This is an optimization exercise on Yosys and OpenROAD, whose aim is small area, a short achievable clock period and few clock cycles per item, not a production implementation. RTL that was checked went through simulation tests only; none was proved equivalent to the original. No functional check of the RTL was part of runs 1 to 4. No activity file was given, so power comes from the tool's default toggle rates.

--- flow/constraint.sdc ---
create_clock -name core_clock -period 5.0 [get_ports {clk}]
set_input_delay 1.0000 -clock core_clock [delete_from_list [all_inputs] [get_ports {clk}]]
set_output_delay 1.0000 -clock core_clock [all_outputs]
set_load 0.01 [all_outputs]
--- flow/config.mk ---
export PLATFORM = sky130hd
export DESIGN_NAME = rtp_h264_depkt
export DESIGN_NICKNAME = rtp_h264_depkt
export VERILOG_FILES = /design/flow/design.v
export SDC_FILE = /design/flow/constraint.sdc
export NUM_CORES = 4
export LEC_CHECK = 0
export CAP_MARGIN = 20
export CORE_MARGIN = 2
export CORE_UTILIZATION = 60
export SETUP_SLACK_MARGIN = 2.3
export SLEW_MARGIN = 20
--- flow/design.v ---
module rtp_h264_depkt (
    input  wire       clk,
    input  wire       rst,
    input  wire       cfg_strict_f,
    input  wire       cfg_zero_byte,
    input  wire       in_valid,
    output wire       in_ready,
    input  wire [7:0] in_data,
    input  wire       in_last,
    output reg        out_valid,
    input  wire       out_ready,
    output reg  [7:0] out_data,
    output wire       res_valid,
    output reg  [2:0] res_cause,
    output wire [4:0] res_flags
);
    localparam [2:0] C_OK         = 3'd0;
    localparam [2:0] C_SHORT      = 3'd1;
    localparam [2:0] C_FBIT       = 3'd2;
    localparam [2:0] C_TRUNC_DON  = 3'd3;
    localparam [2:0] C_TRUNC_SIZE = 3'd4;
    localparam [2:0] C_TRUNC_EXTRA= 3'd5;
    localparam [2:0] C_ZERO_SIZE  = 3'd6;
    localparam [2:0] C_TRUNC_UNIT = 3'd7;
    localparam [3:0] S_IDLE    = 4'd0;    
    localparam [3:0] S_FU_HDR  = 4'd1;    
    localparam [3:0] S_COPY    = 4'd2;    
    localparam [3:0] S_SZ0     = 4'd3;    
    localparam [3:0] S_SZ1     = 4'd4;    
    localparam [3:0] S_UHDR    = 4'd5;    
    localparam [3:0] S_UNIT    = 4'd6;    
    localparam [3:0] S_UNIT_F  = 4'd7;    
    localparam [3:0] S_FUB_DON = 4'd8;    
    localparam [3:0] S_AG_DON  = 4'd9;    
    localparam [3:0] S_EXT     = 4'd10;   
    localparam [3:0] S_DRAIN   = 4'd11;   
    reg  [3:0]  state;
    reg         first;       
    reg         mtap;        
    reg         m24;         
    reg  [1:0]  cnt;         
    reg         ow_z2, ow_z1, ow_01, ow_h;
    wire        u_z3 = ow_z2;
    wire        u_go = ow_z1;
    reg  [15:0] remain;      
    reg         rem1;        
    reg         szz;         
    reg  [4:0]  sflags;      
    reg         res_pend;    
    reg         h_rdy;       
    reg         h_rdy_e;     
    reg         h_res;       
    reg         h_res_e;     
    function [4:0] classify(input [4:0] ty);
        case (ty)
            5'd1: classify = 5'b01000;
            5'd5: classify = 5'b10000;
            5'd6: classify = 5'b00100;
            5'd7: classify = 5'b00001;
            5'd8: classify = 5'b00010;
            default: classify = 5'b00000;
        endcase
    endfunction
    wire [4:0] t0 = in_data[4:0];
    wire t_single = (t0 != 5'd0) && !(t0[4] && t0[3]);
    wire zb_app   = cfg_zero_byte && ((t0 == 5'd6) || (t0 == 5'd7) || (t0 == 5'd8));
    wire uf       = cfg_strict_f && in_data[7];
    wire d_zero   = (in_data == 8'd0);
    wire hi0      = (remain[15:8] == 8'd0);
    wire sz_z     = hi0 && d_zero;
    wire st_idle  = (state == S_IDLE);
    wire st_uhdr  = (state == S_UHDR);
    wire o_free   = !out_valid || out_ready;    
    assign in_ready  = h_rdy_e || (h_rdy && out_ready);
    wire   take      = in_valid && in_ready;
    assign res_valid = h_res_e || (h_res && out_ready);
    assign res_flags = (res_cause == C_OK) ? sflags : 5'd0;
    reg       push;
    reg [7:0] push_val;
    always @(*) begin
        push     = 1'b0;
        push_val = in_data;
        case (state)
            S_IDLE:   begin push = t_single;   push_val = 8'h00; end
            S_FU_HDR: begin push = in_data[7]; push_val = 8'h00; end
            S_SZ0, S_SZ1: begin push = 1'b1;   push_val = 8'h00; end
            S_UHDR, S_COPY, S_UNIT, S_UNIT_F: push = 1'b1;
            default: ;
        endcase
    end
    reg [2:0] cause;
    always @(*) begin
        case (state)
            S_FUB_DON: cause = cnt[0] ? C_OK : C_TRUNC_DON;
            S_SZ0:     cause = C_TRUNC_SIZE;
            S_SZ1:     cause = mtap ? C_TRUNC_EXTRA : sz_z ? C_ZERO_SIZE : C_TRUNC_UNIT;
            S_EXT:     cause = (cnt != 2'd3) ? C_TRUNC_EXTRA : szz ? C_ZERO_SIZE : C_TRUNC_UNIT;
            S_UHDR:    cause = !rem1 ? C_TRUNC_UNIT : uf ? C_FBIT : C_OK;
            S_UNIT:    cause = !rem1 ? C_TRUNC_UNIT : C_OK;
            S_UNIT_F:  cause = !rem1 ? C_TRUNC_UNIT : C_FBIT;
            S_DRAIN:   cause = {cnt[0], cnt[0] | cnt[1], 1'b0};
            default:   cause = C_OK;
        endcase
        if (st_idle || first)
            cause = C_SHORT;
    end
    wire [4:0] flags_now = st_uhdr ? (sflags | classify(t0)) : sflags;
    wire in_body = st_uhdr || state == S_UNIT || state == S_UNIT_F;
    wire u_code = st_uhdr && !u_go;
    wire u_z    = zb_app && !u_z3;           
    always @(posedge clk) begin
        if (o_free)
            out_data <= ow_h ? ((ow_z1 || ow_z2) ? 8'h00 : ow_01 ? 8'h01 : remain[7:0]) :
                        u_code ? {7'd0, !u_z} : push_val;
        if (st_idle && !ow_h) begin
            remain[7:0] <= in_data;
            mtap   <= (t0 == 5'd26) || (t0 == 5'd27);
            m24    <= (t0 == 5'd27) || (t0 == 5'd29);
        end
        if (st_idle && take)
            sflags <= classify(t0);
        if (state == S_FU_HDR) begin
            remain[4:0] <= t0;
            sflags      <= in_data[7] ? classify(t0) : 5'd0;
        end
        if (st_uhdr && in_valid)
            sflags <= flags_now;
        if (state == S_SZ0)
            remain[15:8] <= in_data;
        if (state == S_SZ1) begin
            remain[7:0] <= in_data;
            rem1        <= hi0 && (in_data == 8'd1);
            szz         <= sz_z;
        end
        if (in_body && take) begin
            remain <= remain - 16'd1;
            rem1   <= (remain == 16'd2);
        end
        if (take && in_last) begin
            res_cause <= cause;
        end
    end
    reg [3:0] n_state;
    reg       n_out_valid, n_res_pend, n_first;
    reg [1:0] n_cnt;
    reg [3:0] n_ow;
    always @(*) begin
        n_state     = state;
        n_out_valid = out_valid;
        n_res_pend  = res_pend;
        n_first     = first;
        n_cnt       = cnt;
        n_ow        = {ow_z2, ow_z1, ow_01, ow_h};
        if (rst) begin
            n_state     = S_IDLE;
            n_out_valid = 1'b0;
            n_res_pend  = 1'b0;
            n_ow = 4'b0000;
        end else begin
            if (out_ready)
                n_out_valid = 1'b0;
            if (res_valid)
                n_res_pend = 1'b0;
            if (ow_h && o_free) begin
                n_out_valid = 1'b1;
                n_ow = {1'b0, ow_z2, ow_z1, ow_01};
            end
            if (u_code && in_valid && o_free) begin
                n_out_valid = 1'b1;
                if (u_z)
                    n_ow[3] = 1'b1;
                else
                    n_ow[2] = 1'b1;
            end
            if (take) begin
                if (push)
                    n_out_valid = 1'b1;
                n_first = st_idle;
                case (state)
                    S_IDLE: begin
                        n_cnt = 2'd0;
                        if (uf) begin
                            n_cnt   = 2'd2;
                            n_state = S_DRAIN;
                        end else if (t_single) begin
                            n_ow = {zb_app, 3'b111};
                            n_state = S_COPY;
                        end else if (t0 == 5'd24)
                            n_state = S_SZ0;
                        else if (t0 == 5'd25 || t0 == 5'd26 || t0 == 5'd27)
                            n_state = S_AG_DON;
                        else if (t0 == 5'd28 || t0 == 5'd29)
                            n_state = S_FU_HDR;
                        else
                            n_state = S_DRAIN;
                    end
                    S_FU_HDR: begin
                        if (in_data[7])
                            n_ow = 4'b0111;
                        n_state = m24 ? S_FUB_DON : S_COPY;
                    end
                    S_FUB_DON: begin
                        n_cnt = 2'd1;
                        if (cnt[0])
                            n_state = S_COPY;
                    end
                    S_AG_DON: begin
                        n_cnt = 2'd1;
                        if (cnt[0])
                            n_state = S_SZ0;
                    end
                    S_SZ0:
                        n_state = S_SZ1;
                    S_SZ1: begin
                        n_cnt = m24 ? 2'd0 : 2'd1;
                        if (mtap)
                            n_state = S_EXT;
                        else if (sz_z) begin
                            n_cnt   = 2'd1;
                            n_state = S_DRAIN;
                        end else
                            n_state = S_UHDR;
                    end
                    S_EXT: begin
                        n_cnt = cnt + 2'd1;
                        if (cnt == 2'd3) begin
                            if (szz) begin
                                n_cnt   = 2'd1;
                                n_state = S_DRAIN;
                            end else
                                n_state = S_UHDR;
                        end
                    end
                    S_UHDR, S_UNIT, S_UNIT_F: begin
                        if (st_uhdr)
                            n_ow = 4'b0000;
                        if (rem1) begin
                            if (st_uhdr ? uf : (state == S_UNIT_F)) begin
                                n_cnt   = 2'd2;
                                n_state = S_DRAIN;
                            end else
                                n_state = S_SZ0;
                        end else if (st_uhdr)
                            n_state = uf ? S_UNIT_F : S_UNIT;
                    end
                    default: ;
                endcase
                if (in_last) begin
                    n_state    = S_IDLE;
                    n_res_pend = 1'b1;
                end
            end
        end
    end
    always @(posedge clk) begin
        state     <= n_state;
        out_valid <= n_out_valid;
        res_pend  <= n_res_pend;
        first     <= n_first;
        cnt       <= n_cnt;
        {ow_z2, ow_z1, ow_01, ow_h} <= n_ow;
        h_rdy     <= !n_ow[0] && !(n_state == S_UHDR && !n_ow[2]);
        h_rdy_e   <= !n_ow[0] && !(n_state == S_UHDR && !n_ow[2]) && !n_out_valid;
        h_res     <= n_res_pend && !n_ow[0];
        h_res_e   <= n_res_pend && !n_ow[0] && !n_out_valid;
    end
endmodule
--- flow/standard.sh ---
#!/bin/bash
# synth_recipe.tcl (not shown) runs the flow's synth.tcl, then flattens the netlist and writes it again
# the make line also repeats each setting of config.mk as NAME=value (left out here)
make -C /OpenROAD-flow-scripts/flow DESIGN_CONFIG=/design/flow/config.mk WORK_HOME=/design/flow/orfs CLKGATE_MAP_FILE= SYNTH_SCRIPT=/design/flow/synth_recipe.tcl "${@:-finish}"
--- flow/flow/run.sh ---
#!/bin/bash
# The standard layout (standard.sh, unchanged synthesis and steps), with the
# port buffers that placement inserts made of sky130_fd_sc_hd__buf_1 instead
# of the resizer's default pick; timing repair still sizes them up where a
# path needs it. make's full output goes to flow_make.log here, and ORFS
# keeps each step's log under orfs/logs/.
set -euo pipefail
export BUFFER_PORTS_ARGS="-buffer_cell sky130_fd_sc_hd__buf_1"
bash standard.sh finish > flow_make.log 2>&1
==> impl_results.md, run 1 <==
* Category of the most critical setup path: in2reg
* Power density of the placed cells at 347.3 nW/um^2
* Count of hold buffers inserted by post-cts repair at 0
* Proportion of synthesized chip area in sequential cells at 43.30%
* Layout Nets at 413
* Number of nets still failing antenna checks after routing at 0
* Vias after detailed routing at 3,017
* Most common cell after layout, fill and taps aside: sky130_fd_sc_hd__a21oi_1
* Clock Skews at 0.008127 ns
* Final TNS setup at 0 ns
* CTS tree: yes
* R2R Setup Slk at 2.63 ns
* Sink count of the clock tree at 53
* Yosys reg bits at 53
* Weighted congestion reported at the end of routability-driven placement at 0.9135
* TritonRoute pass-1 iters at 5
* Maximum fanout count along the critical path at 10
* Final hold violation count at 0
* Yosys cell types at 66
* Post-synthesis cell type with the largest combined area: sky130_fd_sc_hd__edfxtp_1
* Count of standard-cell rows at 27
* # port buffers at 33
* Number of synthesized flops with an enable pin at 39
* Area of all placed cells without fillers at 3659 sq um
* Arrival time reported for the critical path endpoint at 2.81 ns
* Slew @ Worst Pin at 0.8218 ns
* Via count of the first global-routing pass at 2,700
* Core region area at 5439 sq um
* Number of nets in the synthesized netlist at 386
* First-pass GRT wire length at 13,900 microns
* Count of endpoints failing setup in the final report at 0
* Cell at the root of the clock tree: sky130_fd_sc_hd__clkbuf_8
* Pin count of the biggest net entering global routing at 34
* CP dominant cell by count: sky130_fd_sc_hd__a41oi_1
* CTS HTree Levels at 2
* First DRT Iteration DRCs at 397
* Area share of the leading cell type in the synthesized netlist at 34.94%
* Path depth of the worst reg2reg path at 6
* Number of CTS-inserted buffers at 5
* Maximum clock frequency at 380.1 MHz
* Min Tclk post-route at 2.631 ns
* Final hold slack at 0.5270 ns
* Element type at the critical path end: register
* Routed wire per std cell at 18.39 microns
* Max-slew violation total from the final report at 0
* Final cycle utilization of the critical path at 52.62%
* DRC errors left at 0
* Ratio of cells with drive above 1 in the final layout at 8.861%
* Commonest non-fill, non-tap cells in the layout: sky130_fd_sc_hd__a21oi_1 (43), sky130_fd_sc_hd__nor2_1 (42), sky130_fd_sc_hd__edfxtp_1 (39), sky130_fd_sc_hd__buf_1 (30), sky130_fd_sc_hd__nand2_1 (22)
* Max-capacitance violation count at 0
* Die Span Y at 78.75 microns
* Hold path start: res_pend
* Leakage Power at 1.331 nW
* Synth Area per Inst at 9.133 sq um
* Overflow after GRT at 0
* Commonest register cell after synthesis: sky130_fd_sc_hd__edfxtp_1
* Min-Delay Path Depth at 2
* Die X at 78.75 microns
* Ys async rst share at 0%
* Cell with the largest stage delay on the worst path: sky130_fd_sc_hd__nor4b_2
* RSZ-0062 raised after global routing: false
* Crit Reg-Reg Endpoint: h_rdy_e
* Count of inserted antenna diode cells at 0
* Worst reg2reg path startpoint: state[2]
* Class of the most critical hold timing path: reg2reg
* Post-detail-place hpwl at 6171 microns
* Endpoint with the worst hold slack: res_pend
* VDD IR max at 175.5 uV
* Total wire length after detailed routing at 8586 microns
* Sort of element at the start of the critical path: input port
* GRT Overall Usage at 28.55%
* Area after detailed placement at 3508 sq um
* DIE AREA at 6201 sq um
* Top-level I/O count at 34
* Beginning of the critical path: in_data[2]
* Critical path data required time at 5.18 ns
* Design Power at 1.271 mW
* Status: no timing/DRC/antenna violations
* Post-synthesis instance total at 367
* Post-synth design cell area at 3352 sq um
* Antenna violations before repair at 0
* Warning count from the yosys run at 1
* Per-cell via count in the routed design at 6.460
* Maximum number of buffers from clock root to sink at 2
* Effective utilization at floorplan at 61.63%
* Number of fill cells at 464
* Area growth, synth to finish at 9.145%
* Sequence of cells on the critical path: buf_1, or3_1, a41oi_1, a2111oi_4, a31oi_4, nor4b_2, a41oi_1
* Clk slew on worst S/H paths at 0.10 ns
* Clock Latency Late Sink at 0.31 ns
* Cell types occupying the most area after synthesis: sky130_fd_sc_hd__edfxtp_1 (35%), sky130_fd_sc_hd__dfxtp_1 (8.4%), sky130_fd_sc_hd__a21oi_1 (6.4%), sky130_fd_sc_hd__nor2_1 (4.7%), sky130_fd_sc_hd__nand2_1 (2.6%)
* Worst stage delay on the critical path at 0.41 ns
* Relative slew margins at 44.73%
==> state kept, by name (all words and copies together), names as in the netlist, 2 cells and up <==
register,cells
remain,16
out_data,8
sflags,5
state,4
res_cause,3
cnt,2
==> through the flow <==
stage,setup slack (ns),util (%),std cells
2_1_floorplan,2.469,-,367
3_5_place_dp,1.822,64.50,455
6_report,2.369,67.26,467
4_1_cts,2.303,66.23,463
5_1_grt,2.331,67.26,467
3_3_place_gp,1.920,64.50,455
==> where the power goes <==
group | switching [mW] | internal, mW | total, mW
Combinational | 0.245 | 0.142 | 0.387
Sequential | 0.0699 | 0.568 | 0.637
Clock | 0.149 | 0.0973 | 0.246
Total | 0.464 | 0.806 | 1.27
==> critical path: cells and delay by family <==
family	cells	cell delay, ns
compound gates	4	0.85
buf+inv	1	0.35
simple gates	2	0.61
==> how the worst max path moves through the flow <==
| stage | endpoint | slack, ns | cells after the start |
|---|---|---|---|
| finish | h_rdy_e | 2.37 | 7 |
| floorplan | h_rdy | 2.47 | 7 |
| CTS | h_rdy_e | 2.30 | 7 |
| global route | res_flags[4] | 2.33 | 3 |
| global placement | remain[0] | 1.92 | 6 |
| detailed placement | remain[8] | 1.82 | 7 |
==> final cells by class <==
type,count,area (sq um),share of cell area [%]
multi-input combinational,280,1795,49.08
sequential,53,1454,39.74
timing repair buffer,40,180.2,4.925
tap,72,90.09,2.462
clock buffer,5,68.82,1.881
inverter,14,52.55,1.436
clock inverter,3,17.52,0.4788
==> timing repair <==
action                     CTS  global route
setup buffers                0             4
resized for setup            2             6
setup endpoints to repair   19            19
pin swaps                    0             1
==> per-layer routing <==
| metal | track usage (%) | part of all wire, % | vias to the layer above |
|---|---|---|---|
| li1 | - | - | 1424 |
| met1 | 42.89 | 46 | 1435 |
| met2 | 42.31 | 45 | 146 |
| met3 | 5.795 | 7.8 | 12 |
| met4 | 7.368 | 1.3 | 0 |
| met5 | 0 | 0 | - |
==> synthesized netlist by cell type, drive strengths merged (3+ instances only) <==
cell	count
a21oi	43
nor2	43
edfxtp	39
nand2	23
o21ai	19
dfxtp	14
inv	14
nor3	14
clkbuf	13
a22o	9
and2	9
nor2b	9
xnor2	9
and3	8
buf	7
a31oi	6
nand2b	6
a41oi	5
or2	5
or3	5
a221oi	4
ha	4
nand3	4
nor4	4
or4	4
xor2	4
nand3b	3
o31ai	3
==> kinds of logic (layout without fill, tap and decap cells) <==
family,after synthesis,after routing,synth area share [%]
XOR/XNOR,13,13,3.397
adder cells (fa/ha/maj),4,4,1.493
flip-flops,53,53,43.30
AO/OA/AOI/OAI,115,115,23.33
multiplexers,2,2,0.5973
AND/OR/NAND/NOR,146,146,23.93
buffers and inverters,34,62,3.957
==> run 2: changes to the inputs <==
--- a/flow/config.mk
+++ b/flow/config.mk
@@ -10,3 +10,3 @@
 export CORE_UTILIZATION = 60
-export SETUP_SLACK_MARGIN = 2.3
+export SETUP_SLACK_MARGIN = 2.5
 export SLEW_MARGIN = 20
==> run 2 against run 1 <==
Power about the same. Hold slack improved by 0.012 ns. Via count decreased by 0.96%. Wire length shrank 1.1%. Global-route usage increased by 0.063 points. Sequential cell count unchanged. Combinational power increased by 2%. Register-to-register slack got worse by 0.05 ns. Largest power group unchanged. Highest routed layer unchanged.
==> impl_results.md, run 2 <==
* Crit Reg-Reg Endpoint: h_rdy_e (unchanged)
* Post-synth design cell area at 3352 sq um (unchanged)
* Number of nets in the synthesized netlist at 386 (unchanged)
* Met1 capacity usage during global routing at 43.63% (was 42.89%)
* Clk slew on worst S/H paths at 0.09 ns (was 0.10 ns)
* Critical path data required time at 4.00 ns (was 5.18 ns)
* Beginning of the critical path: out_ready (was in_data[2])
* CTS tree: yes (unchanged)
* Area growth, synth to finish at 10.45% (was 9.145%)
* Number of nets still failing antenna checks after routing at 0 (unchanged)
* Proportion of synthesized chip area in sequential cells at 43.30% (unchanged)
* Cell at the root of the clock tree: sky130_fd_sc_hd__clkbuf_8 (unchanged)
* Clock Latency Late Sink at 0.30 ns (was 0.31 ns)
* VDD IR max at 168.9 uV (was 175.5 uV)
* Ys async rst share at 0% (unchanged)
* Top-level I/O count at 34 (unchanged)
* Max-slew violation total from the final report at 0 (unchanged)
* Post-synthesis instance total at 367 (unchanged)
* Largest register FFs at 16 (unchanged)
* Worst reg2reg path startpoint: state[1] (was state[2])
* Count of endpoints failing setup in the final report at 0 (unchanged)
* Met3 capacity usage during global routing at 5.682% (was 5.795%)
* Via count of the first global-routing pass at 2,688 (was 2,700)
* First-pass GRT wire length at 13,760 microns (was 13,900 microns)
* Arrival time reported for the critical path endpoint at 1.48 ns (was 2.81 ns)
* Design Power at 1.271 mW (about the same)
* Maximum clock frequency at 403.5 MHz (was 380.1 MHz)
* Final TNS setup at 0 ns (unchanged)
* Core Util, Final at 68.07% (was 67.26%)
* Most common cell after layout, fill and taps aside: sky130_fd_sc_hd__a21oi_1 (unchanged)
* Die Span Y at 78.75 microns (unchanged)
* Overflow after GRT at 0 (unchanged)
* Min Tclk post-route at 2.478 ns (was 2.631 ns)
* Count of inserted antenna diode cells at 0 (unchanged)
* Sort of element at the start of the critical path: input port (unchanged)
* Post-detail-place hpwl at 6116 microns (was 6171 microns)
* Synth Area per Inst at 9.133 sq um (unchanged)
* Max-capacitance violation count at 0 (unchanged)
* Core region area at 5439 sq um (unchanged)
* Pin count of the biggest net entering global routing at 35 (was 34)
* Routed wire per std cell at 18.33 microns (was 18.39 microns)
* Post-route non-filler standard cell count at 463 (was 467)
* Number of buffers inserted to repair setup after CTS at 0 (unchanged)
* Most congested layer reported by global routing: met1 (unchanged)
* R2R Setup Slk at 2.58 ns (was 2.63 ns)
* Class of the most critical hold timing path: reg2reg (unchanged)
* Status: no timing/DRC/antenna violations (unchanged)
* Warning count from the yosys run at 1 (unchanged)
* TritonRoute pass-1 iters at 5 (unchanged)
* Count of hold buffers inserted by post-cts repair at 0 (unchanged)
* Relative slew margins at 44.02% (was 44.73%)
* Yosys reg bits at 53 (unchanged)
* Final hold violation count at 0 (unchanged)
* Most numerous cell in the Yosys netlist: sky130_fd_sc_hd__a21oi_1 (unchanged)
* Weighted congestion reported at the end of routability-driven placement at 0.9175 (was 0.9135)
* CTS HTree Levels at 2 (unchanged)
* Power density of the placed cells at 343.3 nW/um^2 (was 347.3 nW/um^2)
* Element type at the critical path end: output pin (was register)
* DIE AREA at 6201 sq um (unchanged)
* Number of CTS-inserted buffers at 5 (unchanged)
* Layout Nets at 409 (was 413)
* Post-Place Cells at 454 (was 455)
* Cell types occupying the most area after synthesis: sky130_fd_sc_hd__edfxtp_1 (35%), sky130_fd_sc_hd__dfxtp_1 (8.4%), sky130_fd_sc_hd__a21oi_1 (6.4%), sky130_fd_sc_hd__nor2_1 (4.7%), sky130_fd_sc_hd__nand2_1 (2.6%) (unchanged)
* Met2 layer usage reported by global route at 41.62% (was 42.31%)
* Commonest register cell after synthesis: sky130_fd_sc_hd__edfxtp_1 (unchanged)
* Biggest regs: remain: 16 flops, out_data: 8 flops, sflags: 5 flops (unchanged)
* Yosys cell types at 66 (unchanged)
* Count of standard-cell rows at 27 (unchanged)
* RSZ-0062 raised after global routing: true (was false)
* CP Capture Point: in_ready (was h_rdy_e)
* Commonest cells in the netlist: sky130_fd_sc_hd__a21oi_1 (43), sky130_fd_sc_hd__nor2_1 (42), sky130_fd_sc_hd__edfxtp_1 (39) (unchanged)
* # port buffers at 33 (unchanged)
* Total wire length after detailed routing at 8489 microns (was 8586 microns)
* Maximum fanout count along the critical path at 6 (was 10)
* Die X at 78.75 microns (unchanged)
* Clock Skews at 0.005367 ns (was 0.008127 ns)
* Post-synthesis cell type with the largest combined area: sky130_fd_sc_hd__edfxtp_1 (unchanged)
* Area share of the leading cell type in the synthesized netlist at 34.94% (unchanged)
* Maximum number of buffers from clock root to sink at 2 (unchanged)
* Vias after detailed routing at 2,988 (was 3,017)
* Antenna violations before repair at 0 (unchanged)
* Final hold slack at 0.5394 ns (was 0.5270 ns)
* First DRT Iteration DRCs at 297 (was 397)
* Final cycle utilization of the critical path at 49.57% (was 52.62%)
* DRC errors left at 0 (unchanged)
* Path depth of the worst reg2reg path at 6 (unchanged)
* Ratio of cells with drive above 1 in the final layout at 12.28% (was 8.861%)
* Sink count of the clock tree at 53 (unchanged)
* Leakage Power at 1.338 nW (was 1.331 nW)
* Effective utilization at floorplan at 61.63% (unchanged)
* GRT Overall Usage at 28.62% (was 28.55%)
* Number of synthesized flops with an enable pin at 39 (unchanged)
* Per-cell via count in the routed design at 6.454 (was 6.460)
* Register bank with the most flops: remain (unchanged)
* Commonest non-fill, non-tap cells in the layout: sky130_fd_sc_hd__a21oi_1 (42), sky130_fd_sc_hd__nor2_1 (40), sky130_fd_sc_hd__edfxtp_1 (39), sky130_fd_sc_hd__buf_1 (23), sky130_fd_sc_hd__nand2_1 (21) (was sky130_fd_sc_hd__a21oi_1 (43), sky130_fd_sc_hd__nor2_1 (42), sky130_fd_sc_hd__edfxtp_1 (39), sky130_fd_sc_hd__buf_1 (30), sky130_fd_sc_hd__nand2_1 (22))
* Slew @ Worst Pin at 0.8332 ns (was 0.8218 ns)
* Category of the most critical setup path: in2out (was in2reg)
[run 2: changes by cell type in the layout (fill, tap and decap cells not counted), moves of 2 or more]
cell,change
sky130_fd_sc_hd__buf_1,-7
sky130_fd_sc_hd__buf_2,+4
sky130_fd_sc_hd__buf_4,-5
sky130_fd_sc_hd__clkbuf_2,+2
sky130_fd_sc_hd__nor2_1,-2
sky130_fd_sc_hd__nor2_2,+2
sky130_fd_sc_hd__nor3_1,-3
sky130_fd_sc_hd__nor3_2,+2
sky130_fd_sc_hd__nor3_4,+2
[run 2: kinds of logic after synthesis]
group                      synth area share, %
AOI/OAI and AO/OA                        23.33
DFF                                      43.30
and+or+nand+nor                          23.93
muxes                                   0.5973
adders and majority gates                1.493
buffers and inverters                    3.957
xor gates and xnor gates                 3.397
[run 2: cell type report]
type	instances	area, sq um
clock buffers	5	68.82
clock inverters	3	17.52
fillers	465	1737
inverters	14	52.55
multi-input cells	281	1862
flip-flops and latches	53	1454
well taps	72	90.09
repair buffers	35	157.7
[run 2: what timing repair did]
action / in CTS / in global routing
pin swaps: 2 / 0
endpoints found under the setup margin: 26 / 14
resized for setup: 13 / 15
gates cloned: 1 / 0
[run 2: metrics by stage]
stage | setup slack [ns] | cell area [sq um]
final | 2.522 | 3702
after global routing | 2.487 | 3702
after CTS | 2.504 | 3647
after detailed placement | 1.938 | 3512
after global placement | 2.059 | 3512
after floorplan | 2.514 | 3363
[run 2: worst min-delay path by stage]
stage | endpoint | start | cells past startpoint | slack (ns)
after floorplan | res_pend | res_pend | 2 | 0.46
after global placement | res_pend | res_pend | 2 | 0.51
after detailed placement | res_pend | res_pend | 2 | 0.53
after CTS | res_pend | res_pend | 2 | 0.54
after global routing | sflags[1] | sflags[1] | 2 | 0.61
final | res_pend | res_pend | 2 | 0.54
[run 2: report_power, final]
| group | internal [mW] | switching (mW) | total [mW] |
|---|---|---|---|
| clock | 0.0972 | 0.139 | 0.237 |
| sequential | 0.568 | 0.0719 | 0.640 |
| combinational | 0.144 | 0.251 | 0.395 |
| total | 0.809 | 0.462 | 1.27 |
[run 2: metal layers]
metal | routed length, microns | vias to the layer above
li1 | - | 1422
met1 | 3874 | 1399
met3 | 695 | 13
met2 | 3811 | 154
met5 | 0 | -
met4 | 108 | 0
[run 2: worst max-delay path, stage by stage]
cell and delay [ns]:
sky130_fd_sc_hd__buf_6 0.10, sky130_fd_sc_hd__a21o_4 0.23, sky130_fd_sc_hd__buf_2 0.14
==> run 3: changes to the inputs <==
--- a/flow/design.v
+++ b/flow/design.v
@@ -45,4 +45,2 @@
     reg  [15:0] remain;      
-    reg         rem1;        
-    reg         szz;         
     reg  [4:0]  sflags;      
@@ -69,2 +67,4 @@
     wire hi0      = (remain[15:8] == 8'd0);
+    wire rem1     = (remain == 16'd1);
+    wire szz      = (remain == 16'd0);
     wire sz_z     = hi0 && d_zero;
@@ -129,11 +129,6 @@
             remain[15:8] <= in_data;
-        if (state == S_SZ1) begin
+        if (state == S_SZ1)
             remain[7:0] <= in_data;
-            rem1        <= hi0 && (in_data == 8'd1);
-            szz         <= sz_z;
-        end
-        if (in_body && take) begin
+        if (in_body && take)
             remain <= remain - 16'd1;
-            rem1   <= (remain == 16'd2);
-        end
         if (take && in_last) begin
==> flow/flow/run.sh (replaced) <==
#!/bin/bash
# The standard layout (standard.sh, unchanged synthesis and steps), with two
# changes: the port buffers that placement inserts are
# sky130_fd_sc_hd__buf_1 (timing repair still sizes them up where a path
# needs it), and clock tree synthesis builds its tree from clkbuf_16 with
# large sink clusters and no dummy loads, which for this small design gives
# a tree of a few buffers. make's full output goes to flow_make.log here;
# ORFS keeps each step's log under orfs/logs/.
set -euo pipefail
export BUFFER_PORTS_ARGS="-buffer_cell sky130_fd_sc_hd__buf_1"
export CTS_ARGS="-sink_clustering_enable -repair_clock_nets -sink_clustering_size 64 -sink_clustering_max_diameter 300 -buf_list sky130_fd_sc_hd__clkbuf_16 -dont_use_dummy_load"
bash standard.sh finish > flow_make.log 2>&1
--- a/flow/config.mk
+++ b/flow/config.mk
@@ -10,3 +10,3 @@
 export CORE_UTILIZATION = 60
-export SETUP_SLACK_MARGIN = 2.5
+export SETUP_SLACK_MARGIN = 2.6
 export SLEW_MARGIN = 20
==> run 3 against run 2 <==
Still clean. Register-to-register slack worse by 0.27 ns. Die area decreased by 3.0%. Hold slack gained 0.0061 ns. Count of clock-buffer cells in the layout did not move. Clock power grew 32%. Wire length increased by 14%. Critical endpoint is now cnt[0]. Largest cell class unchanged.
==> impl_results.md, run 3 <==
* Status: no timing/DRC/antenna violations (unchanged)
* Weighted congestion reported at the end of routability-driven placement at 0.9533 (was 0.9175)
* Sink count of the clock tree at 51 (was 53)
* Switching power as a share of total power at 32.73% (was 36.34%)
* Most congested layer reported by global routing: met2 (was met1)
* Register bank with the most flops: remain (unchanged)
* Count of standard-cell rows at 26 (was 27)
* Max-slew violation total from the final report at 0 (unchanged)
* Number of nets still failing antenna checks after routing at 0 (unchanged)
* Critical path data required time at 4.98 ns (was 4.00 ns)
* Sequence of cells on the critical path: inv_2, ha_4, or3b_4, or4_4, or3_4, a21oi_2, a21oi_2, nor3_2 (was buf_6, a21o_4, buf_2)
* Class of the most critical hold timing path: reg2reg (unchanged)
* Adder and majority cell fraction of the synthesized area at 1.928% (was 1.493%)
* Core region area at 5172 sq um (was 5439 sq um)
* Maximum fanout count along the critical path at 3 (was 6)
* Clock Skews at 0.009865 ns (was 0.005367 ns)
* Largest register FFs at 16 (unchanged)
* First DRT Iteration DRCs at 340 (was 297)
* Count of hold buffers inserted by post-cts repair at 0 (unchanged)
* Area of all placed cells without fillers at 4040 sq um (was 3702 sq um)
* Power share of the clock group at 24.9% (was 18.6%)
* Final TNS setup at 0 ns (unchanged)
* Register area at 1396 sq um (was 1454 sq um)
* Total wire length after detailed routing at 9666 microns (was 8489 microns)
* Sequential share of power at 47.3% (was 50.3%)
* First-pass GRT wire length at 14,390 microns (was 13,760 microns)
* # port buffers at 33 (unchanged)
* Maximum number of buffers from clock root to sink at 2 (unchanged)
* Leakage Power at 1.500 nW (was 1.338 nW)
* Most numerous cell in the Yosys netlist: sky130_fd_sc_hd__edfxtp_1 (was sky130_fd_sc_hd__a21oi_1)
* Post-synthesis instance total at 361 (was 367)
* Post-synth design cell area at 3246 sq um (was 3352 sq um)
* Max-capacitance violation count at 0 (unchanged)
* Main combinational cell family by area after synthesis: compound AO/OA/AOI/OAI gates (was simple AND/OR/NAND/NOR gates)
* Clk slew on worst S/H paths at 0.07 ns (was 0.09 ns)
* Synthesized-area fraction occupied by xor and xnor cells at 3.778% (was 3.397%)
* Post-synthesis cell type with the largest combined area: sky130_fd_sc_hd__edfxtp_1 (unchanged)
* Net switching component of the power at 0.4107 mW (was 0.4619 mW)
* Post-detail-place hpwl at 6243 microns (was 6116 microns)
* Antenna violations before repair at 0 (unchanged)
* CTS tree: yes (unchanged)
* Min Tclk post-route at 2.690 ns (was 2.478 ns)
* RSZ-0062 raised after global routing: true (unchanged)
* CTS HTree Levels at 2 (unchanged)
* Ratio of cells with drive above 1 in the final layout at 22.14% (was 12.28%)
* Multi-input gate area at 1941 sq um (was 1862 sq um)
* DRC errors left at 0 (unchanged)
* Count of inserted antenna diode cells at 0 (unchanged)
* Effective utilization at floorplan at 62.75% (was 61.63%)
* Synth Area per Inst at 8.991 sq um (was 9.133 sq um)
* GRT Overall Usage at 30.63% (was 28.62%)
* Vias after detailed routing at 3,195 (was 2,988)
* Die Span Y at 77.55 microns (was 78.75 microns)
* Worst setup slack before clock tree synthesis at 2.117 ns (was 1.938 ns)
* Routed wire per std cell at 20.10 microns (was 18.33 microns)
* Warning count from the yosys run at 1 (unchanged)
* TritonRoute pass-1 iters at 5 (unchanged)
* Area after detailed placement at 3438 sq um (was 3512 sq um)
* Final hold violation count at 0 (unchanged)
* Ys async rst share at 0% (unchanged)
* Cell at the root of the clock tree: sky130_fd_sc_hd__clkbuf_16 (was sky130_fd_sc_hd__clkbuf_8)
* Maximum clock frequency at 371.7 MHz (was 403.5 MHz)
* Buf/Inv on CP at 1 (was 2)
* Count of endpoints failing setup in the final report at 0 (unchanged)
* Commonest register cell after synthesis: sky130_fd_sc_hd__edfxtp_1 (unchanged)
* Per-cell via count in the routed design at 6.642 (was 6.454)
* Biggest regs: remain: 16 flops, out_data: 8 flops, sflags: 5 flops (unchanged)
* Category of the most critical setup path: reg2reg (was in2out)
* VDD IR max at 152.8 uV (was 168.9 uV)
* Commonest cells in the netlist: sky130_fd_sc_hd__edfxtp_1 (37), sky130_fd_sc_hd__nor2_1 (36), sky130_fd_sc_hd__a21oi_1 (34) (was sky130_fd_sc_hd__a21oi_1 (43), sky130_fd_sc_hd__nor2_1 (42), sky130_fd_sc_hd__edfxtp_1 (39))
* Power density of the placed cells at 310.6 nW/um^2 (was 343.3 nW/um^2)
* Final cycle utilization of the critical path at 53.81% (was 49.57%)
* Combinational Power Share at 27.7% (was 31.1%)
* DIE AREA at 6014 sq um (was 6201 sq um)
* Overflow after GRT at 0 (unchanged)
* Area share of the leading cell type in the synthesized netlist at 34.23% (was 34.94%)
* Met1 capacity usage during global routing at 44.02% (was 43.63%)
* Top-level I/O count at 34 (unchanged)
* Pin count of the biggest net entering global routing at 30 (was 35)
* Clock Latency Late Sink at 0.29 ns (was 0.30 ns)
* Number of fill cells at 353 (was 465)
* Layout Nets at 433 (was 409)
* CP dominant cell by count: sky130_fd_sc_hd__a21oi_2
* Cell types occupying the most area after synthesis: sky130_fd_sc_hd__edfxtp_1 (34%), sky130_fd_sc_hd__dfxtp_1 (8.6%), sky130_fd_sc_hd__a21oi_1 (5.2%), sky130_fd_sc_hd__o21ai_0 (4.3%), sky130_fd_sc_hd__nor2_1 (4.2%) (was sky130_fd_sc_hd__edfxtp_1 (35%), sky130_fd_sc_hd__dfxtp_1 (8.4%), sky130_fd_sc_hd__a21oi_1 (6.4%), sky130_fd_sc_hd__nor2_1 (4.7%), sky130_fd_sc_hd__nand2_1 (2.6%))
* Yosys cell types at 61 (was 66)
* Slew @ Worst Pin at 0.7249 ns (was 0.8332 ns)
* Final hold slack at 0.5455 ns (was 0.5394 ns)
* Via count of the first global-routing pass at 2,775 (was 2,688)
* Simple-gate area share of the yosys netlist at 23.40% (was 23.93%)
* Worst stage delay on the critical path at 0.56 ns (was 0.23 ns)
* Sort of element at the start of the critical path: register (was input port)
* Relative slew margins at 51.49% (was 44.02%)
* Arrival time reported for the critical path endpoint at 2.67 ns (was 1.48 ns)
* Design Power at 1.255 mW (was 1.271 mW)
* Number of CTS-inserted buffers at 5 (unchanged)
* Area growth, synth to finish at 24.48% (was 10.45%)
* Yosys reg bits at 51 (was 53)
* Worst path setup slack after routing at 2.310 ns (was 2.522 ns)
* Internal cell power at 0.8441 mW (was 0.8093 mW)
* Number of nets in the synthesized netlist at 381 (was 386)
* Multiplexer area fraction after synthesis at 0% (was 0.5972%)
* Cell with the largest stage delay on the worst path: sky130_fd_sc_hd__or4_4 (was sky130_fd_sc_hd__a21o_4)
* Element type at the critical path end: register (was output pin)
* Number of synthesized flops with an enable pin at 37 (was 39)
* Met2 layer usage reported by global route at 49.04% (was 41.62%)
* Met3 capacity usage during global routing at 4.186% (was 5.682%)
* Most common cell after layout, fill and taps aside: sky130_fd_sc_hd__edfxtp_1 (was sky130_fd_sc_hd__a21oi_1)
* Area fraction in compound gates after synthesis at 24.29% (was 23.33%)
* Die X at 77.55 microns (was 78.75 microns)
* Proportion of synthesized chip area in sequential cells at 42.87% (was 43.30%)
* Category of cells accounting for the largest share of critical-path delay: simple AND/OR/NAND/NOR gates (was buffers and inverters)
* Commonest non-fill, non-tap cells in the layout: sky130_fd_sc_hd__edfxtp_1 (37), sky130_fd_sc_hd__nor2_1 (34), sky130_fd_sc_hd__a21oi_1 (27), sky130_fd_sc_hd__nand2_1 (26), sky130_fd_sc_hd__buf_4 (26) (was sky130_fd_sc_hd__a21oi_1 (42), sky130_fd_sc_hd__nor2_1 (40), sky130_fd_sc_hd__edfxtp_1 (39), sky130_fd_sc_hd__buf_1 (23), sky130_fd_sc_hd__nand2_1 (21))
[run 3: per-stage QoR]
| stage | utilization (%) | std cells |
|---|---|---|
| after floorplan | - | 361 |
| after global placement | 66.47 | 448 |
| after detailed placement | 66.47 | 448 |
| after CTS | 73.66 | 470 |
| after global routing | 78.11 | 481 |
| final | 78.11 | 481 |
[run 3: power groups by stage]
stage | sequential [mW] | clock (mW) | combinational, mW
3_5_place_dp | 0.599 | 0 | 0.266
2_1_floorplan | 0.572 | 0 | 0.204
6_report | 0.594 | 0.313 | 0.348
5_1_grt | 0.602 | 0.331 | 0.372
4_1_cts | 0.585 | 0.313 | 0.312
3_3_place_gp | 0.595 | 0 | 0.263
[run 3: cell type report]
cell class	instances	share of cell area, %
sequential	51	34.56
clock buffer	5	3.097
timing repair buffer	63	10.84
multi-input combinational	278	48.03
tap	70	2.168
inverter	14	1.301
[run 3: worst paths after layout]
path | cells past startpoint | end | start | slack [ns]
worst min register to register | 2 | res_pend | res_pend | 0.55
worst max register to register | 8 | cnt[0] | remain[1] | 2.31
worst max-delay path | 8 | cnt[0] | remain[1] | 2.31
worst min-delay path | 2 | res_pend | res_pend | 0.55
[run 3: worst min-delay path: cells and delay by family (launching register included)]
| family | cells | cell delay (ns) |
|---|---|---|
| AOI/OAI and AO/OA | 1 | 0.12 |
| DFF | 1 | 0.30 |
| and+or+nand+nor | 1 | 0.07 |
[run 3: cell families (layout without fill, tap and decap cells)]
group	Yosys count	after routing
buf+inv	32	82
flops	51	51
simple gates	141	141
fa+ha+maj	5	5
compound gates	118	118
xor+xnor	14	14
[run 3: metal layers]
layer	wire length, microns	vias up
met3	802	36
met2	4537	206
met4	265	0
li1	-	1465
met5	0	-
met1	4060	1488
[run 3: repair_timing]
item | in CTS | in global routing
buffers inserted | 17 | 11
pin swaps | 15 | 29
setup endpoints to repair | 24 | 39
hold endpoints to repair | 0 | 0
gates resized for setup | 37 | 42
==> run 4: changes to the inputs <==
--- a/flow/design.v
+++ b/flow/design.v
@@ -38,2 +38,4 @@
     reg         first;       
+    reg         u_z3;        
+    reg         u_go;        
     reg         mtap;        
@@ -42,4 +44,2 @@
     reg         ow_z2, ow_z1, ow_01, ow_h;
-    wire        u_z3 = ow_z2;
-    wire        u_go = ow_z1;
     reg  [15:0] remain;      
@@ -107,2 +107,10 @@
     wire [4:0] flags_now = st_uhdr ? (sflags | classify(t0)) : sflags;
+    wire [15:0] zlow;
+    wire [15:0] dec16;
+    genvar gi;
+    assign zlow[0] = 1'b1;
+    generate for (gi = 1; gi < 16; gi = gi + 1) begin : g_z
+        assign zlow[gi] = zlow[gi-1] && !remain[gi-1];
+    end endgenerate
+    assign dec16 = remain ^ zlow;
     wire in_body = st_uhdr || state == S_UNIT || state == S_UNIT_F;
@@ -132,3 +140,3 @@
         if (in_body && take)
-            remain <= remain - 16'd1;
+            remain <= dec16;
         if (take && in_last) begin
@@ -138,3 +146,3 @@
     reg [3:0] n_state;
-    reg       n_out_valid, n_res_pend, n_first;
+    reg       n_out_valid, n_res_pend, n_first, n_u_z3, n_u_go;
     reg [1:0] n_cnt;
@@ -148,3 +156,7 @@
         n_ow        = {ow_z2, ow_z1, ow_01, ow_h};
+        n_u_z3      = u_z3;
+        n_u_go      = u_go;
         if (rst) begin
+            n_u_z3      = 1'b0;
+            n_u_go      = 1'b0;
             n_state     = S_IDLE;
@@ -165,5 +177,5 @@
                 if (u_z)
-                    n_ow[3] = 1'b1;
+                    n_u_z3 = 1'b1;
                 else
-                    n_ow[2] = 1'b1;
+                    n_u_go = 1'b1;
             end
@@ -229,4 +241,4 @@
                     S_UHDR, S_UNIT, S_UNIT_F: begin
-                        if (st_uhdr)
-                            n_ow = 4'b0000;
+                        n_u_z3 = 1'b0;
+                        n_u_go = 1'b0;
                         if (rem1) begin
@@ -256,4 +268,6 @@
         {ow_z2, ow_z1, ow_01, ow_h} <= n_ow;
-        h_rdy     <= !n_ow[0] && !(n_state == S_UHDR && !n_ow[2]);
-        h_rdy_e   <= !n_ow[0] && !(n_state == S_UHDR && !n_ow[2]) && !n_out_valid;
+        u_z3      <= n_u_z3;
+        u_go      <= n_u_go;
+        h_rdy     <= !n_ow[0] && !(n_state == S_UHDR && !n_u_go);
+        h_rdy_e   <= !n_ow[0] && !(n_state == S_UHDR && !n_u_go) && !n_out_valid;
         h_res     <= n_res_pend && !n_ow[0];
==> flow/flow/run.sh (replaced) <==
#!/bin/bash
# The standard layout (standard.sh, unchanged synthesis and steps), with the
# port buffers that placement inserts made of sky130_fd_sc_hd__buf_1 instead
# of the resizer's default pick; timing repair still sizes them up where a
# path needs it. make's full output goes to flow_make.log here, and ORFS
# keeps each step's log under orfs/logs/.
set -euo pipefail
export BUFFER_PORTS_ARGS="-buffer_cell sky130_fd_sc_hd__buf_1"
bash standard.sh finish > flow_make.log 2>&1
==> run 4 against run 3 <==
Largest cell class unchanged. Highest routed layer unchanged. Final area decreased by 1.8%. Still clean on timing, DRC and antenna. Critical path depth is 9 higher. Synthesized area rose by 1.3%. Maximum frequency decreased by 13%. Sequential share of layout area grew 1.6 points. Critical endpoint is now remain[15]. Utilization decreased by 1.9 points. Synthesized cell count shrank 2.8%. Worst setup slack got worse by 0.38 ns.
==> impl_results.md, run 4 <==
* Yosys cell types at 62 (was 61)
* Max-capacitance violation count at 0 (unchanged)
* Sort of element at the start of the critical path: register (unchanged)
* Worst path setup slack after routing at 1.925 ns (was 2.310 ns)
* Pin count of the biggest net entering global routing at 29 (was 30)
* Area growth, synth to finish at 20.66% (was 24.48%)
* Routed wire per std cell at 19.19 microns (was 20.10 microns)
* Met3 Wirelength at 815 microns (was 802 microns)
* Commonest register cell after synthesis: sky130_fd_sc_hd__edfxtp_1 (unchanged)
* Ratio of cells with drive above 1 in the final layout at 22.22% (was 22.14%)
* Count of inserted antenna diode cells at 0 (unchanged)
* Design Power at 1.204 mW (was 1.255 mW)
* Yosys reg bits at 53 (was 51)
* Power density of the placed cells at 303.3 nW/um^2 (was 310.6 nW/um^2)
* Core region area at 5205 sq um (was 5172 sq um)
* Beginning of the critical path: remain[0] (was remain[1])
* Clk slew on worst S/H paths at 0.10 ns (was 0.07 ns)
* Class of the most critical hold timing path: reg2reg (unchanged)
* Hold path start: res_pend (unchanged)
* Highest layer used for signal routing: met4 (unchanged)
* Area share of the leading cell type in the synthesized netlist at 33.79% (was 34.23%)
* Arrival time reported for the critical path endpoint at 3.15 ns (was 2.67 ns)
* Post-synth design cell area at 3288 sq um (was 3246 sq um)
* Cell at the root of the clock tree: sky130_fd_sc_hd__clkbuf_8 (was sky130_fd_sc_hd__clkbuf_16)
* Total wire length after detailed routing at 8768 microns (was 9666 microns)
* Count of standard-cell rows at 26 (unchanged)
* Relative slew margins at 44.81% (was 51.49%)
* Commonest non-fill, non-tap cells in the layout: sky130_fd_sc_hd__edfxtp_1 (37), sky130_fd_sc_hd__inv_1 (27), sky130_fd_sc_hd__nand2_1 (26), sky130_fd_sc_hd__buf_1 (23), sky130_fd_sc_hd__nor2_1 (22) (was sky130_fd_sc_hd__edfxtp_1 (37), sky130_fd_sc_hd__nor2_1 (34), sky130_fd_sc_hd__a21oi_1 (27), sky130_fd_sc_hd__nand2_1 (26), sky130_fd_sc_hd__buf_4 (26))
* # port buffers at 33 (unchanged)
* Ys async rst share at 0% (unchanged)
* Final hold violation count at 0 (unchanged)
* Final cycle utilization of the critical path at 61.50% (was 53.81%)
* Most common cell after layout, fill and taps aside: sky130_fd_sc_hd__edfxtp_1 (unchanged)
* Status: no timing/DRC/antenna violations (unchanged)
* Clock Latency Late Sink at 0.32 ns (was 0.29 ns)
* Die X at 78.03 microns (was 77.55 microns)
* Effective utilization at floorplan at 63.17% (was 62.75%)
* Post-synthesis cell type with the largest combined area: sky130_fd_sc_hd__edfxtp_1 (unchanged)
* Per-cell via count in the routed design at 6.565 (was 6.642)
* Combinational Power Share at 27.9% (was 27.7%)
* Overflow after GRT at 0 (unchanged)
* Worst setup slack before clock tree synthesis at 1.807 ns (was 2.117 ns)
* Path depth of the worst reg2reg path at 17 (was 8)
* Die Span Y at 78.03 microns (was 77.55 microns)
* Post-synthesis instance total at 351 (was 361)
* Maximum number of buffers from clock root to sink at 2 (unchanged)
* GRT Overall Usage at 29.09% (was 30.63%)
* Category of the most critical setup path: reg2reg (unchanged)
* Sequential share of power at 50.7% (was 47.3%)
* Most numerous cell in the Yosys netlist: sky130_fd_sc_hd__edfxtp_1 (unchanged)
* Min-Delay Path Depth at 2 (unchanged)
* Met2 wire len at 4034 microns (was 4537 microns)
* Top-level I/O count at 34 (unchanged)
* Power share of the clock group at 21.3% (was 24.9%)
* Cell types occupying the most area after synthesis: sky130_fd_sc_hd__edfxtp_1 (34%), sky130_fd_sc_hd__dfxtp_1 (9.7%), sky130_fd_sc_hd__ha_1 (6.5%), sky130_fd_sc_hd__o21ai_0 (3.8%), sky130_fd_sc_hd__a21oi_1 (3.7%) (was sky130_fd_sc_hd__edfxtp_1 (34%), sky130_fd_sc_hd__dfxtp_1 (8.6%), sky130_fd_sc_hd__a21oi_1 (5.2%), sky130_fd_sc_hd__o21ai_0 (4.3%), sky130_fd_sc_hd__nor2_1 (4.2%))
* Sink count of the clock tree at 53 (was 51)
* Synth Area per Inst at 9.368 sq um (was 8.991 sq um)
* Layout Nets at 418 (was 433)
* Number of synthesized flops with an enable pin at 37 (unchanged)
* Number of CTS-inserted buffers at 5 (unchanged)
* Number of nets in the synthesized netlist at 383 (was 381)
* Element type at the critical path end: register (unchanged)
* Critical path data required time at 5.07 ns (was 4.98 ns)
* Warning count from the yosys run at 1 (unchanged)
* Internal cell power at 0.7970 mW (was 0.8441 mW)
* Min Tclk post-route at 3.075 ns (was 2.690 ns)
* Register bank with the most flops: remain (unchanged)
* Proportion of synthesized chip area in sequential cells at 43.53% (was 42.87%)
* VDD IR max at 153.6 uV (was 152.8 uV)
* Weighted congestion reported at the end of routability-driven placement at 0.9134 (was 0.9533)
* Number of nets still failing antenna checks after routing at 0 (unchanged)
* CTS HTree Levels at 2 (unchanged)
* Clock Skews at 0.01407 ns (was 0.009865 ns)
* Max-slew violation total from the final report at 0 (unchanged)
* DRC errors left at 0 (unchanged)
* Switching power as a share of total power at 33.78% (was 32.73%)
* Final TNS setup at 0 ns (unchanged)
* Biggest regs: remain: 16 flops, out_data: 8 flops, sflags: 5 flops (unchanged)
* Post-detail-place hpwl at 6156 microns (was 6243 microns)
* Maximum clock frequency at 325.2 MHz (was 371.7 MHz)
* Commonest cells in the netlist: sky130_fd_sc_hd__edfxtp_1 (37), sky130_fd_sc_hd__inv_1 (30), sky130_fd_sc_hd__nand2_1 (26) (was sky130_fd_sc_hd__edfxtp_1 (37), sky130_fd_sc_hd__nor2_1 (36), sky130_fd_sc_hd__a21oi_1 (34))
* Leakage Power at 1.503 nW (was 1.500 nW)
* Maximum fanout count along the critical path at 2 (was 3)
* First DRT Iteration DRCs at 323 (was 340)
* CTS tree: yes (unchanged)
* Count of endpoints failing setup in the final report at 0 (unchanged)
* Largest register FFs at 16 (unchanged)
* Slew @ Worst Pin at 0.8229 ns (was 0.7249 ns)
* Via count of the first global-routing pass at 2,666 (was 2,775)
* Metal1 wirelength at 3722 microns (was 4060 microns)
* Worst reg2reg path startpoint: remain[0] (was remain[1])
* Vias after detailed routing at 3,000 (was 3,195)
* RSZ-0062 raised after global routing: true (unchanged)
* DIE AREA at 6089 sq um (was 6014 sq um)
* Antenna violations before repair at 0 (unchanged)
* First-pass GRT wire length at 13,760 microns (was 14,390 microns)
* Net switching component of the power at 0.4065 mW (was 0.4107 mW)
* TritonRoute pass-1 iters at 5 (unchanged)
run 4: cell count changes after synthesis, moves of 4 or more:
cell	delta
sky130_fd_sc_hd__a21o_1	-5
sky130_fd_sc_hd__a21oi_1	-10
sky130_fd_sc_hd__buf_2	+10
sky130_fd_sc_hd__clkbuf_1	-9
sky130_fd_sc_hd__ha_1	+12
sky130_fd_sc_hd__inv_1	+16
sky130_fd_sc_hd__nand2b_1	-5
sky130_fd_sc_hd__nor2_1	-11
sky130_fd_sc_hd__nor4_2	+4
sky130_fd_sc_hd__or4_1	-5
sky130_fd_sc_hd__xnor2_1	-5
sky130_fd_sc_hd__xor2_1	-7
run 4: final cells by class:
class,count,area (sq um)
multi-input combinational,247,1966
sequential,53,1435
fill,386,1237
timing repair buffer,48,270.3
inverter,31,116.4
tap,70,87.58
clock buffer,7,86.33
clock inverter,1,6.256
run 4: logic make-up (layout without fill, tap and decap cells):
group           count (synthesis)  in the layout  share of synthesized area [%]
flops                          53             53                          43.53
mux                             3              3                         0.9133
fa+ha+maj                      17             17                          6.469
xor+xnor                        2              2                         0.5328
buf+inv                        51             87                          6.697
simple gates                  119            119                          20.05
compound gates                106            106                          21.80
run 4: path summary, 6_finish.rpt:
path | to | slack [ns]
setup / recovery | remain[15] | 1.93
hold / removal | res_pend | 0.53
setup reg to reg | remain[15] | 1.93
hold reg to reg | res_pend | 0.53
run 4: critical path: stages, from the launching register on:
cell	delay (ns)
sky130_fd_sc_hd__edfxtp_1	0.39
sky130_fd_sc_hd__inv_2	0.06
sky130_fd_sc_hd__ha_4	0.16
sky130_fd_sc_hd__ha_4	0.16
sky130_fd_sc_hd__ha_4	0.16
sky130_fd_sc_hd__ha_4	0.16
sky130_fd_sc_hd__ha_4	0.16
sky130_fd_sc_hd__ha_4	0.16
sky130_fd_sc_hd__ha_4	0.16
sky130_fd_sc_hd__ha_4	0.16
sky130_fd_sc_hd__ha_4	0.15
sky130_fd_sc_hd__ha_4	0.15
sky130_fd_sc_hd__ha_4	0.15
sky130_fd_sc_hd__ha_4	0.15
sky130_fd_sc_hd__ha_4	0.15
sky130_fd_sc_hd__ha_4	0.15
sky130_fd_sc_hd__xnor2_2	0.12
sky130_fd_sc_hd__o21ai_1	0.07
run 4: routing by layer:
layer  up-vias  track usage (%)
met5         -                0
met4         0            8.772
met3        30            4.713
met2       173            45.00
met1      1428            42.33
li1       1369                -
run 4: metrics by stage:
step           cells  hold slack [ns]  cell area [sq um]  util [%]
2_1_floorplan    351           0.4743               3477         -
3_3_place_gp     435           0.5102               3582     68.82
3_5_place_dp     435           0.5154               3582     68.82
4_1_cts          446           0.5278               3816     73.32
5_1_grt          457           0.6100               3968     76.23
6_report         457           0.5284               3968     76.23
run 4: power by group through the flow:
| stage | clock network [mW] | registers [mW] | logic, mW |
|---|---|---|---|
| 3_5_place_dp | 0 | 0.613 | 0.283 |
| 4_1_cts | 0.255 | 0.606 | 0.307 |
| 2_1_floorplan | 0 | 0.592 | 0.221 |
| 3_3_place_gp | 0 | 0.611 | 0.281 |
| 6_report | 0.257 | 0.610 | 0.336 |
| 5_1_grt | 0.274 | 0.618 | 0.369 |
run 4: what timing repair did:
item	CTS	global route
pin swaps	3	8
endpoints found under the setup margin	37	31
hold buffers	0	0
buffers inserted	3	11
gates resized for setup	33	21
==> run 5: changes to the inputs <==
--- a/flow/design.v
+++ b/flow/design.v
@@ -107,10 +107,2 @@
     wire [4:0] flags_now = st_uhdr ? (sflags | classify(t0)) : sflags;
-    wire [15:0] zlow;
-    wire [15:0] dec16;
-    genvar gi;
-    assign zlow[0] = 1'b1;
-    generate for (gi = 1; gi < 16; gi = gi + 1) begin : g_z
-        assign zlow[gi] = zlow[gi-1] && !remain[gi-1];
-    end endgenerate
-    assign dec16 = remain ^ zlow;
     wire in_body = st_uhdr || state == S_UNIT || state == S_UNIT_F;
@@ -140,3 +132,3 @@
         if (in_body && take)
-            remain <= dec16;
+            remain <= remain - 16'd1;
         if (take && in_last) begin
--- a/flow/config.mk
+++ b/flow/config.mk
@@ -10,3 +10,3 @@
 export CORE_UTILIZATION = 60
-export SETUP_SLACK_MARGIN = 2.6
+export SETUP_SLACK_MARGIN = 2.4
 export SLEW_MARGIN = 20
==> run 5 against run 4 <==
Via count is 3.7% lower. Register-to-register slack better by 0.63 ns. Wire length is 9.5% lower. Clock skew is 0.0017 ns lower. Die area is 1.1% higher. Non-clock buffer count is 13 lower. Clock power is 4% lower. Synthesized cell count is 3.4% higher. Count of clock-buffer cells in the layout stayed put. Utilization is 11 points lower. Sequential cell count stayed put.
==> impl_results.md, run 5 <==
* Overflow after GRT at 0 (unchanged)
* Pin count of the biggest net entering global routing at 29 (unchanged)
* Status: no timing/DRC/antenna violations (unchanged)
* Path depth of the worst reg2reg path at 4 (was 17)
* Maximum number of buffers from clock root to sink at 2 (unchanged)
* DIE AREA at 6154 sq um (was 6089 sq um)
* Number of nets still failing antenna checks after routing at 0 (unchanged)
* Worst reg2reg path startpoint: state[3] (was remain[0])
* Post-synthesis cell type with the largest combined area: sky130_fd_sc_hd__edfxtp_1 (unchanged)
* Power density of the placed cells at 329.9 nW/um^2 (was 303.3 nW/um^2)
* Max-slew violation total from the final report at 0 (unchanged)
* CTS tree: yes (unchanged)
* Count of inserted antenna diode cells at 0 (unchanged)
* Cell types occupying the most area after synthesis: sky130_fd_sc_hd__edfxtp_1 (33%), sky130_fd_sc_hd__dfxtp_1 (9.6%), sky130_fd_sc_hd__a21oi_1 (5.0%), sky130_fd_sc_hd__nor2_1 (4.2%), sky130_fd_sc_hd__nand2_1 (3.2%) (was sky130_fd_sc_hd__edfxtp_1 (34%), sky130_fd_sc_hd__dfxtp_1 (9.7%), sky130_fd_sc_hd__ha_1 (6.5%), sky130_fd_sc_hd__o21ai_0 (3.8%), sky130_fd_sc_hd__a21oi_1 (3.7%))
* Commonest cells in the netlist: sky130_fd_sc_hd__edfxtp_1 (37), sky130_fd_sc_hd__nor2_1 (37), sky130_fd_sc_hd__a21oi_1 (33) (was sky130_fd_sc_hd__edfxtp_1 (37), sky130_fd_sc_hd__inv_1 (30), sky130_fd_sc_hd__nand2_1 (26))
* DRC errors left at 0 (unchanged)
* Switching power as a share of total power at 33.49% (was 33.78%)
* Count of endpoints failing setup in the final report at 0 (unchanged)
* Internal cell power at 0.7790 mW (was 0.7970 mW)
* Total wire length after detailed routing at 7938 microns (was 8768 microns)
* Antenna violations before repair at 0 (unchanged)
* Count of hold buffers inserted by post-cts repair at 0 (unchanged)
* Endpoint with the worst hold slack: ow_z2 (was res_pend)
* GRT Overall Usage at 27.20% (was 29.09%)
* Proportion of synthesized chip area in sequential cells at 43.04% (was 43.53%)
* Design Power at 1.171 mW (was 1.204 mW)
* Hold path start: ow_z2 (was res_pend)
* Number of nets in the synthesized netlist at 382 (was 383)
* Most common cell after layout, fill and taps aside: sky130_fd_sc_hd__edfxtp_1 (unchanged)
* Area growth, synth to finish at 6.772% (was 20.66%)
* Synth Area per Inst at 9.162 sq um (was 9.368 sq um)
* Category of the most critical setup path: in2out (was reg2reg)
* Ratio of cells with drive above 1 in the final layout at 7.031% (was 22.22%)
* Layout Nets at 402 (was 418)
* Beginning of the critical path: out_ready (was remain[0])
* Multi-input gate area at 1738 sq um (was 1966 sq um)
* Power share of the clock group at 21.1% (was 21.3%)
* Clk slew on worst S/H paths at 0.09 ns (was 0.10 ns)
* Per-cell via count in the routed design at 6.333 (was 6.565)
* Via count of the first global-routing pass at 2,562 (was 2,666)
* Sequential share of power at 53.6% (was 50.7%)
* Effective utilization at floorplan at 61.15% (was 63.17%)
* Min Tclk post-route at 2.496 ns (was 3.075 ns)
* Weighted congestion reported at the end of routability-driven placement at 0.9402 (was 0.9134)
* First DRT Iteration DRCs at 285 (was 323)
* Clock Latency Late Sink at 0.31 ns (was 0.32 ns)
* Commonest register cell after synthesis: sky130_fd_sc_hd__edfxtp_1 (unchanged)
* Cell at the root of the clock tree: sky130_fd_sc_hd__clkbuf_8 (unchanged)
* TritonRoute pass-1 iters at 6 (was 5)
* Ys async rst share at 0% (unchanged)
* Yosys reg bits at 53 (unchanged)
* Number of fill cells at 489 (was 386)
* Die X at 78.45 microns (was 78.03 microns)
* Critical path data required time at 4.00 ns (was 5.07 ns)
* VDD IR max at 159.9 uV (was 153.6 uV)
* Top-level I/O count at 34 (unchanged)
* Post-detail-place hpwl at 5936 microns (was 6156 microns)
* Combinational Power Share at 25.4% (was 27.9%)
* Count of standard-cell rows at 27 (was 26)
* Die Span Y at 78.45 microns (was 78.03 microns)
* Commonest non-fill, non-tap cells in the layout: sky130_fd_sc_hd__edfxtp_1 (37), sky130_fd_sc_hd__nor2_1 (36), sky130_fd_sc_hd__a21oi_1 (33), sky130_fd_sc_hd__buf_1 (32), sky130_fd_sc_hd__nand2_1 (28) (was sky130_fd_sc_hd__edfxtp_1 (37), sky130_fd_sc_hd__inv_1 (27), sky130_fd_sc_hd__nand2_1 (26), sky130_fd_sc_hd__buf_1 (23), sky130_fd_sc_hd__nor2_1 (22))
* Sort of element at the start of the critical path: input port (was register)
* First-pass GRT wire length at 13,070 microns (was 13,760 microns)
* CTS HTree Levels at 2 (unchanged)
* Arrival time reported for the critical path endpoint at 1.50 ns (was 3.15 ns)
* Number of synthesized flops with an enable pin at 37 (unchanged)
* # port buffers at 33 (unchanged)
* Yosys cell types at 65 (was 62)
* Warning count from the yosys run at 1 (unchanged)
* Leakage Power at 1.217 nW (was 1.503 nW)
* Register area at 1433 sq um (was 1435 sq um)
* Relative slew margins at 49.09% (was 44.81%)
* Crit Reg-Reg Endpoint: out_data[6] (was remain[15])
* Class of the most critical hold timing path: reg2reg (unchanged)
* Post-synthesis instance total at 363 (was 351)
* Max-capacitance violation count at 0 (unchanged)
* Clock Skews at 0.01235 ns (was 0.01407 ns)
* Core region area at 5439 sq um (was 5205 sq um)
* Register bank with the most flops: remain (unchanged)
* Area share of the leading cell type in the synthesized netlist at 33.41% (was 33.79%)
* Biggest regs: remain: 16 flops, out_data: 8 flops, sflags: 5 flops (unchanged)
* Number of CTS-inserted buffers at 5 (unchanged)
* Final cycle utilization of the critical path at 49.92% (was 61.50%)
* Routed wire per std cell at 17.41 microns (was 19.19 microns)
* Final TNS setup at 0 ns (unchanged)
* Vias after detailed routing at 2,888 (was 3,000)
* Post-synth design cell area at 3326 sq um (was 3288 sq um)
* R2R Setup Slk at 2.56 ns (was 1.93 ns)
* Sink count of the clock tree at 53 (unchanged)
* Largest register FFs at 16 (unchanged)
* Min-Delay Path Depth at 2 (unchanged)
* Maximum fanout count along the critical path at 5 (was 2)
* Net switching component of the power at 0.3923 mW (was 0.4065 mW)
* Slew @ Worst Pin at 0.7579 ns (was 0.8229 ns)
* Final hold violation count at 0 (unchanged)
* RSZ-0062 raised after global routing: false (was true)
* Element type at the critical path end: output pin (was register)
* Maximum clock frequency at 400.6 MHz (was 325.2 MHz)
## run 5: changes by cell type in the layout (fill, tap and decap cells not counted), moves of 9 or more
cell,previous run,this run
sky130_fd_sc_hd__a21oi_1,21,33
sky130_fd_sc_hd__buf_1,23,32
sky130_fd_sc_hd__buf_4,17,2
sky130_fd_sc_hd__ha_4,14,0
sky130_fd_sc_hd__inv_1,27,15
sky130_fd_sc_hd__nor2_1,22,36
## run 5: routing by layer
metal | share of wire, % | vias up | global-route usage [%]
met5 | 0 | - | 0
met3 | 10 | 18 | 4.598
met4 | 1.6 | 0 | 6.667
li1 | - | 1396 | -
met2 | 43 | 163 | 40.60
met1 | 45 | 1311 | 41.24
## run 5: worst max path at each step
stage / to / slack [ns] / cells after the start
floorplan: h_rdy / 2.48 / 7
global placement: h_rdy_e / 2.13 / 7
detailed placement: h_rdy_e / 2.11 / 7
CTS: h_rdy_e / 2.43 / 7
global route: h_rdy_e / 2.42 / 7
finish: in_ready / 2.50 / 3
## run 5: worst max-delay path, stage by stage
cell and delay, ns:
sky130_fd_sc_hd__buf_1 0.13, sky130_fd_sc_hd__a21o_1 0.20, sky130_fd_sc_hd__buf_1 0.17
## run 5: timing repair
action	CTS	global route
resized for setup	0	5
setup endpoints to repair	0	18
setup buffers	0	0
## run 5: power by group through the flow
stage,logic [mW],registers (mW),clock network [mW]
3_5_place_dp,0.288,0.634,0
6_report,0.297,0.628,0.247
3_3_place_gp,0.289,0.634,0
4_1_cts,0.291,0.624,0.252
5_1_grt,0.329,0.638,0.270
2_1_floorplan,0.231,0.608,0
## run 5: logic make-up (layout without fill, tap and decap cells)
family                   count (synthesis)  in the layout  share of synthesized area, %
XOR/XNOR                                13             13                         3.424
AO/OA/AOI/OAI                          110            110                         21.82
AND/OR/NAND/NOR                        141            141                         23.44
flip-flops                              53             53                         43.04
adder cells (fa/ha/maj)                  4              4                         1.505
buffers and inverters                   37             58                         5.116
multiplexers                             5              5                         1.655
## run 5: area by class of cell
| type | count | share of cell area [%] |
|---|---|---|
| timing repair buffer | 35 | 3.946 |
| multi-input combinational | 273 | 48.94 |
| clock buffer | 7 | 2.431 |
| sequential | 53 | 40.35 |
| tap | 72 | 2.537 |
| clock inverter | 1 | 0.2114 |
| inverter | 15 | 1.586 |
## run 5: through the flow
step | cells | instance area, sq um | worst slack [ns] | util [%] | hold WS [ns]
after global placement | 448 | 3441 | 2.129 | 63.26 | 0.4908
after global routing | 456 | 3551 | 2.420 | 65.29 | 0.5254
final | 456 | 3551 | 2.504 | 65.29 | 0.5047
after detailed placement | 448 | 3441 | 2.105 | 63.26 | 0.4931
after CTS | 456 | 3535 | 2.426 | 64.99 | 0.5048
after floorplan | 363 | 3326 | 2.480 | - | 0.4596
Testbench counts of run 5, summed over its fixed seeds: cycles 180,227, in bytes 177,094.

[separate check: timing with driven ports]
The results above use ideal ports. As a check the final layouts listed here were re-extracted and re-timed, cells and wires unchanged.
Step 1, drivers: a clkbuf_16 drives clk and a buf_2 each remaining input, both assumed.
Step 2 adds t to the input delays and takes it off the output delays; t is the mean of the earliest and latest rising clock arrival at the registers after step 1. Input paths then give back, and output paths get back, about the clock's delay inside the block.
Three values: no drivers, after step 1, after step 2; two values: the first two.
run	t (ns)	setup slack, ns	pins driven straight from the clock port
run 1	0.339	2.369 / 2.371 / 2.033	1
run 2	0.325	2.522 / 2.487 / 2.246	1
run 3	0.317	2.310 / 2.310 / 2.149	1
run 4	0.340	1.925 / 1.925 / 1.925	1
run 5	0.332	2.504 / 2.482 / 2.213	1
After both steps setup and hold are still met in every run listed. For run 1, which loses most, drivers alone change the setup slack by +0.002 ns; drivers and shift together by -0.336 ns.
